Context: an optimization exercise on an open-source flow, tuned for small area, a short achievable clock period and few clock cycles. The choices shown serve that exercise and are no tape-out recipe.
Function was checked by simulation only, so behaviour that the tests miss may differ from the original.

==> design/flow/constraint.sdc <==
create_clock -name core_clock -period 14.0 [get_ports {clk}]
set_input_delay 2.8000 -clock core_clock [delete_from_list [all_inputs] [get_ports {clk}]]
set_output_delay 2.8000 -clock core_clock [all_outputs]
set_load 0.01 [all_outputs]
==> design/flow/run.sh <==
#!/bin/bash
# synth_recipe.tcl (not shown) runs the flow's synth.tcl, then flattens the netlist and writes it again
# the make line also repeats each setting of config.mk as NAME=value (left out here)
make -C /OpenROAD-flow-scripts/flow DESIGN_CONFIG=/design/flow/config.mk WORK_HOME=/design/flow/orfs CLKGATE_MAP_FILE= SYNTH_SCRIPT=/design/flow/synth_recipe.tcl finish
==> design/flow/design.v <==
module mansos_demod (
    input  wire        clk,
    input  wire        rst,           
    input  wire        start,         
    output wire        raw_re,        
    output wire [6:0]  raw_addr,
    input  wire [7:0]  raw_rdata,
    output wire        busy,
    output reg         done,          
    output reg  [2:0]  result,
    output wire [1:0]  halt_state,
    output wire [3:0]  bit_len,
    output wire [6:0]  bit_count,
    output reg  [3:0]  nbytes,
    output reg  [63:0] frame_out
);
    localparam integer RAW_CAP     = 128;
    localparam integer MAX_BITS    = 80;
    localparam integer FRAME_SIZE  = 8;
    localparam integer NOMINAL_L   = 8;
    localparam integer DELIM_LEN   = 4;
    localparam integer EDGE_MIN    = 3;
    localparam integer MIN_DIST    = 16;
    localparam integer L_MAX       = 10;
    localparam integer TERM_THRESH = 5;
    localparam integer STUFF_THRESH = 4;
    localparam [1:0] S_PRE = 2'd0, S_DELIM = 2'd1, S_DATA = 2'd2;
    localparam [2:0] R_NONE = 3'd0, R_VALID = 3'd1, R_EXHAUSTED = 3'd2,
                     R_BAD_DELIM = 3'd3, R_LENGTH = 3'd5, R_CHECKSUM = 3'd6;
    localparam [1:0] P_IDLE = 2'd0, P_STEP = 2'd1, P_UNPACK = 2'd2, P_VALIDATE = 2'd3;
    reg [1:0]  phase;
    reg [31:0] win;
    reg [4:0]  wr, rd;
    reg [7:0]  raw_idx;
    reg [3:0]  L;
    reg [1:0]  state;
    reg        pol, locked;
    reg [3:0]  cnt;
    reg [4:0]  delim_start;
    reg [MAX_BITS-1:0] acc;
    reg [6:0]  bit_idx;
    reg [2:0]  zero_run;
    assign busy       = (phase != P_IDLE);
    assign halt_state = state;
    assign bit_len    = L;
    assign bit_count  = bit_idx;
    wire [63:0] win2 = {win, win};
    wire [31:0] rot  = win2 >> rd;
    wire [4:0] avail = wr - rd;
    reg  [4:0] need;
    always @* begin
        case (state)
            S_PRE:   need = {1'b0, L};
            S_DELIM: need = {1'b0, L} + 5'd2 + L_MAX;
            default: need = {1'b0, L} + 5'd1;
        endcase
    end
    wire enough = (avail >= need);
    assign raw_re   = (phase == P_STEP) && !enough && (raw_idx < RAW_CAP);
    assign raw_addr = raw_idx[6:0];
    reg [3:0] ones;
    integer k;
    always @* begin
        ones = 4'd0;
        for (k = 0; k < L_MAX; k = k + 1)
            if (k < L) ones = ones + {3'd0, rot[k]};
    end
    wire [3:0] maj  = (L + 4'd1) >> 1;
    wire       vote = (ones >= maj);
    reg [2:0] score [0:4];
    reg [2:0] best_s;
    reg [2:0] best_j;
    integer j;
    always @* begin
        for (j = 0; j < 5; j = j + 1) begin
            score[j] = {2'd0, rot[L + j - 4] == pol}
                     + {2'd0, rot[L + j - 3] == pol}
                     + {2'd0, rot[L + j - 2] != pol}
                     + {2'd0, rot[L + j - 1] != pol};
        end
        best_s = score[0];
        best_j = 3'd0;
        for (j = 1; j < 5; j = j + 1) begin
            if (score[j] > best_s) begin
                best_s = score[j];
                best_j = j[2:0];
            end
        end
    end
    wire [4:0] rd_edge = rd + {1'b0, L} + {2'd0, best_j} - 5'd2;
    wire [4:0] dist5  = rd_edge - delim_start;
    wire [5:0] dist6   = (dist5 < MIN_DIST) ? {1'b0, dist5} + 6'd32 : {1'b0, dist5};
    wire [5:0] new_l  = dist6 / DELIM_LEN;
    wire       len_ok = (new_l >= 6'd1) && (new_l <= L_MAX);
    wire       first = rot[0];
    wire       past  = rot[L];
    reg  [4:0] rd_nrz;
    always @* begin
        if (first == vote)
            rd_nrz = rd + {1'b0, L};
        else if (past != vote)
            rd_nrz = rd + {1'b0, L} - 5'd1;
        else
            rd_nrz = rd + {1'b0, L} + 5'd1;
    end
    reg [7:0]  fbyte [0:FRAME_SIZE-1];
    reg [15:0] crc;
    integer b, i;
    always @* begin
        for (b = 0; b < FRAME_SIZE; b = b + 1)
            for (i = 0; i < 8; i = i + 1)
                fbyte[b][7-i] = acc[8*b + i];
        crc = 16'h0000;
        for (b = 0; b < FRAME_SIZE - 2; b = b + 1) begin
            crc = crc ^ {8'd0, fbyte[b]};
            for (i = 0; i < 8; i = i + 1)
                crc = crc[0] ? ((crc >> 1) ^ 16'h8408) : (crc >> 1);
        end
    end
    wire [3:0]  nb_calc   = bit_idx[6:3];
    wire [15:0] crc_field = {fbyte[FRAME_SIZE-1], fbyte[FRAME_SIZE-2]};
    always @(posedge clk) begin
        done   <= 1'b0;
        if (rst) begin
            phase       <= P_IDLE;
            result      <= R_NONE;
            nbytes      <= 4'd0;
            win         <= 32'd0;
            wr          <= 5'd0;
            rd          <= 5'd0;
            raw_idx     <= 8'd0;
            L           <= NOMINAL_L;
            state       <= S_PRE;
            pol         <= 1'b1;
            locked      <= 1'b0;
            cnt         <= 4'd0;
            delim_start <= 5'd0;
            acc         <= {MAX_BITS{1'b0}};
            bit_idx     <= 7'd0;
            zero_run    <= 3'd0;
        end else begin
            case (phase)
            P_IDLE: begin
                if (start) begin
                    phase       <= P_STEP;
                    result      <= R_NONE;
                    nbytes      <= 4'd0;
                    win         <= 32'd0;
                    wr          <= 5'd0;
                    rd          <= 5'd0;
                    raw_idx     <= 8'd0;
                    L           <= NOMINAL_L;
                    state       <= S_PRE;
                    pol         <= 1'b1;
                    locked      <= 1'b0;
                    cnt         <= 4'd0;
                    delim_start <= 5'd0;
                    acc         <= {MAX_BITS{1'b0}};
                    bit_idx     <= 7'd0;
                    zero_run    <= 3'd0;
                end
            end
            P_STEP: begin
                if (!enough) begin
                    if (raw_idx < RAW_CAP) begin
                        phase <= P_UNPACK;
                    end else begin
                        result <= R_EXHAUSTED;
                        phase  <= P_IDLE;
                        done   <= 1'b1;
                    end
                end else begin
                    case (state)
                    S_PRE: begin
                        if (vote) begin
                            state  <= S_DELIM;
                            pol    <= 1'b1;
                            locked <= 1'b0;
                            cnt    <= 4'd0;
                        end else begin
                            rd <= rd + {1'b0, L};
                        end
                    end
                    S_DELIM: begin
                        if (best_s >= EDGE_MIN) begin
                            rd  <= rd_edge;
                            pol <= ~pol;
                            if (!locked) begin
                                locked      <= 1'b1;
                                delim_start <= rd_edge;
                            end else begin
                                cnt <= cnt + 4'd1;
                                if (cnt + 4'd1 == DELIM_LEN) begin
                                    if (!len_ok) begin
                                        result <= R_BAD_DELIM;
                                        phase  <= P_IDLE;
                                        done   <= 1'b1;
                                    end else begin
                                        L        <= new_l[3:0];
                                        rd       <= rd_edge + new_l[4:0];
                                        state    <= S_DATA;
                                        bit_idx  <= 7'd0;
                                        zero_run <= 3'd0;
                                    end
                                end
                            end
                        end else if (!locked) begin
                            rd <= rd + 5'd1;
                        end else begin
                            result <= R_BAD_DELIM;
                            phase  <= P_IDLE;
                            done   <= 1'b1;
                        end
                    end
                    default: begin   
                        rd <= rd_nrz;
                        if (vote) begin
                            if (zero_run < STUFF_THRESH) begin
                                acc[bit_idx] <= 1'b1;
                                bit_idx      <= bit_idx + 7'd1;
                                if (bit_idx + 7'd1 >= MAX_BITS)
                                    phase <= P_VALIDATE;
                            end
                            zero_run <= 3'd0;
                        end else begin
                            zero_run <= zero_run + 3'd1;
                            if (zero_run + 3'd1 >= TERM_THRESH) begin
                                phase <= P_VALIDATE;
                            end else begin
                                acc[bit_idx] <= 1'b0;
                                bit_idx      <= bit_idx + 7'd1;
                                if (bit_idx + 7'd1 >= MAX_BITS)
                                    phase <= P_VALIDATE;
                            end
                        end
                    end
                    endcase
                end
            end
            P_UNPACK: begin
                win[wr +: 8] <= raw_rdata;
                wr           <= wr + 5'd8;
                raw_idx      <= raw_idx + 8'd1;
                phase        <= P_STEP;
            end
            P_VALIDATE: begin
                nbytes <= nb_calc;
                phase  <= P_IDLE;
                done   <= 1'b1;
                if (nb_calc != FRAME_SIZE) begin
                    result <= R_LENGTH;
                end else if (crc != crc_field) begin
                    result <= R_CHECKSUM;
                end else begin
                    result <= R_VALID;
                    for (b = 0; b < FRAME_SIZE; b = b + 1)
                        frame_out[8*b +: 8] <= fbyte[b];
                end
            end
            endcase
        end
    end
endmodule
==> design/flow/config.mk <==
export PLATFORM = sky130hd
export DESIGN_NAME = mansos_demod
export DESIGN_NICKNAME = mansos_demod
export VERILOG_FILES = /design/flow/design.v
export SDC_FILE = /design/flow/constraint.sdc
export NUM_CORES = 4
export LEC_CHECK = 0
export CAP_MARGIN = 20
export CORE_MARGIN = 2
export CORE_UTILIZATION = 40
export SLEW_MARGIN = 20
==> flow_summary.json <==
{
  "yosys_warnings": 3,
  "period_minus_slack_ns": 13.03,
  "grt_antenna_before_repair": 0,
  "clk_pin_slew_ns": 0.07,
  "grt_overflow": 0,
  "synth_most_common_cell": "a21oi_1",
  "cts_hold_buf": 0,
  "finClkSkew_ns": 0.0313,
  "grt.total_usage_pct": 22.1,
  "status": "complete, no violations",
  "die_x_um": 223,
  "antenna_cells": 0,
  "drt_pass1_iterations": 5,
  "core.rowCount": 80,
  "netlist_instances": 2078,
  "final_layout_size_suffix_gt1_share_pct": 11.9,
  "ys.flop_type": "dfxtp_1",
  "synth_common_cells": "a21oi_1 (187), nand2_1 (175), dfxtp_1 (148)",
  "initial_core_util_pct": 40.3,
  "maxCapViolCount": 0,
  "io_pins": 105,
  "hold-worst-slack_ns": 0.456,
  "first_iter_violations": 1404,
  "synth_edf_count": 64,
  "syn_area_um2": 19100,
  "slowest_stage": "fa_1",
  "path_class": "reg2reg",
  "h-tree-depth": 1,
  "cts_tree": "built",
  "ys_seq_area_share_pct": 25.5,
  "area_growth_pct": 11.9,
  "critPathRequiredTime_ns": 14.41,
  "hold_class": "reg2reg",
  "finalSetupViolCount": 0,
  "slew_violations": 0,
  "worstReg2RegStart": "rd[0]",
  "vias_per_cell": 5.95,
  "insertion_delay_ns": 0.54,
  "slowest_delay_ns": 0.59,
  "syn_area_per_cell_um2": 9.20,
  "drc_errors": 0,
  "dpl.hpwl_um": 42400,
  "critPathMaxFanout": 24,
  "portBuffers": 104,
  "startpoint_type": "flip-flop",
  "crit_top_cell": "ha_1",
  "die_h_um": 223,
  "cts_sinks": 212,
  "rsz0062_at_grt": "no",
  "gp_congestion": 0.930,
  "tightest_slew_ns": 1.02,
  "netlist.top_cell.by_area": "dfxtp_1",
  "coreArea_um2": 47400,
  "ant_nets": 0,
  "grt_max_degree": 94,
  "wl_per_cell_um": 20.8,
  "fin_crit_sh_pct": 93.1,
  "ys_top_cells_by_area": "dfxtp_1 (15%), edfxtp_1 (10%), ha_1 (7.8%), mux4_2 (7.1%), mux2i_1 (5.8%)",
  "critPathCaptureType": "flip-flop",
  "cts_root_buffer": "clkbuf_16",
  "vias": 16211,
  "synth_seq_cells": 212,
  "first_global_vias": 15328,
  "cp.arrival_ns": 13.44,
  "synth_fp_nets": 2217,
  "cts-buffers-inserted": 22,
  "synth_top_cell_area_share_pct": 15.5,
  "final_nets": 2232,
  "tns_ns": 0,
  "finalHoldViolCount": 0,
  "max-clock-path-buffers": 3,
  "synth-async-reset-ratio_pct": 0,
  "totalWireLength_um": 56600,
  "fmax_ghz": 0.0767,
  "slew_headroom_pct": 31.9,
  "grt_pass1_wl_um": 88300,
  "dieArea_um2": 49600,
  "min_from": "delim_start[1]",
  "critPathLaunch": "rd[0]",
  "ys_types": 89
}
[registers in the layout, indices dropped and copies added (netlist names)]
| name | count |
|---|---|
| raw_idx | 8 |
| zero_run | 3 |
| result | 3 |
| nbytes | 4 |
| phase | 2 |
| done | 1 |
| L | 4 |
| delim_start | 5 |
| cnt | 4 |
| state | 2 |
| frame_out | 64 |
| win | 32 |
| bit_idx | 7 |
| wr | 2 |
| rd | 5 |
| pol | 1 |
| locked | 1 |
| acc | 64 |
[cells in the final DEF, fill, tap and decap left out, types with 11 or more instances in the layout]
| cell type | netlist | routed |
|---|---|---|
| a21o_1 | 22 | 22 |
| a21oi_1 | 187 | 187 |
| a22oi_1 | 32 | 32 |
| a31oi_1 | 16 | 16 |
| a32oi_1 | 35 | 35 |
| and2_1 | 26 | 26 |
| and3_1 | 11 | 11 |
| buf_4 | 14 | 34 |
| clkbuf_16 | 0 | 22 |
| clkdlybuf4s50_1 | 0 | 103 |
| dfxtp_1 | 148 | 145 |
| edfxtp_1 | 64 | 64 |
| ha_1 | 119 | 119 |
| inv_1 | 73 | 73 |
| mux2_2 | 63 | 63 |
| mux2i_1 | 110 | 110 |
| mux4_2 | 60 | 60 |
| nand2_1 | 175 | 175 |
| nand2b_1 | 21 | 21 |
| nand3_1 | 41 | 41 |
| nand4_1 | 16 | 16 |
| nor2_1 | 147 | 146 |
| nor2b_1 | 21 | 21 |
| nor3_1 | 19 | 18 |
| o211ai_1 | 19 | 19 |
| o21ai_0 | 54 | 50 |
| o21ai_1 | 36 | 39 |
| o31ai_1 | 24 | 24 |
| xnor2_1 | 125 | 124 |
| xnor3_1 | 21 | 21 |
| xor2_1 | 62 | 62 |
[metrics by stage]
stage	area, um^2	setup WS (ns)	cells	util, %
finish	21400	0.968	2724	45.1
detailed placement	20600	0.497	2684	43.4
CTS	21400	0.412	2724	45.0
floorplan	19100	1.58	2078	-
global route	21400	0.156	2724	45.1
global placement	20600	0.978	2684	43.4
[critical path, delay by kind of cell, from the launching register on]
| kind | cells | cell delay [ns] |
|---|---|---|
| compound gates | 17 | 3.31 |
| xor+xnor | 2 | 0.52 |
| fa+ha+maj | 12 | 3.92 |
| buf+inv | 4 | 0.39 |
| flops | 1 | 0.51 |
| mux | 9 | 2.59 |
| simple gates | 10 | 1.66 |
[layer usage]
layer	track usage (%)	vias up	wire [um]
met3	3.08	115	3490
li1	-	7639	-
met4	5.74	0	1540
met2	37.4	636	26900
met1	29.8	7821	24700
met5	0	-	0
[cells by family after synthesis]
| logic type | share of synthesized area (%) |
|---|---|
| flops | 25.5 |
| mux | 16.5 |
| xor+xnor | 13.3 |
| compound gates | 18.1 |
| fa+ha+maj | 8.73 |
| buf+inv | 4.86 |
| simple gates | 13.0 |
[what timing repair did]
| item | in CTS | in global routing |
|---|---|---|
| setup buffers | 0 | 0 |
| setup endpoints to repair | 0 | 24 |
| resized for setup | 0 | 9 |
[cell type report]
cell class                      instances  area [um^2]
Fill cell                            4571        26100
Multi-Input combinational cell       1642        13400
Sequential cell                       212         4890
Timing Repair Buffer                  138         1310
Tap cell                              615          769
Clock buffer                           28          573
Inverter                               77          289
Clock inverter                         12          180
[path summary, 6_finish.rpt]
kind              slack, ns  depth (start not counted)             end
setup / recovery       0.97                         54           rd[4]
hold reg to reg        0.46                          2  delim_start[1]
setup reg to reg       0.97                         54           rd[4]
hold / removal         0.46                          2  delim_start[1]
Testbench counts, summed over its fixed seeds: cycles 108,751.

==> afterwards: timing with drivers on the ports <==
In the flow no input, the clock included, has a driving cell. The finished layout below was timed again as built, in two steps. Step 1: set_driving_cell puts a clkbuf_16 on clk and a buf_2 on each other input, an assumption about the parent block. Step 2 moves the port delays by t, midway between the first and last clock arrival at a register: inputs arrive t later, outputs are due t later. That takes back most of the time a late clock gives input paths. Slacks: ideal / step 1 / step 2; pairs: ideal / step 1.
t, ns: 0.583
setup slack, ns: 0.968 / 0.968 / 0.968
worst data-port slew with drivers (ns): 0.04
After both steps setup and hold are still met in this run. The setup slack of this run moves by 0.000 ns with the drivers and by 0.000 ns with both steps.
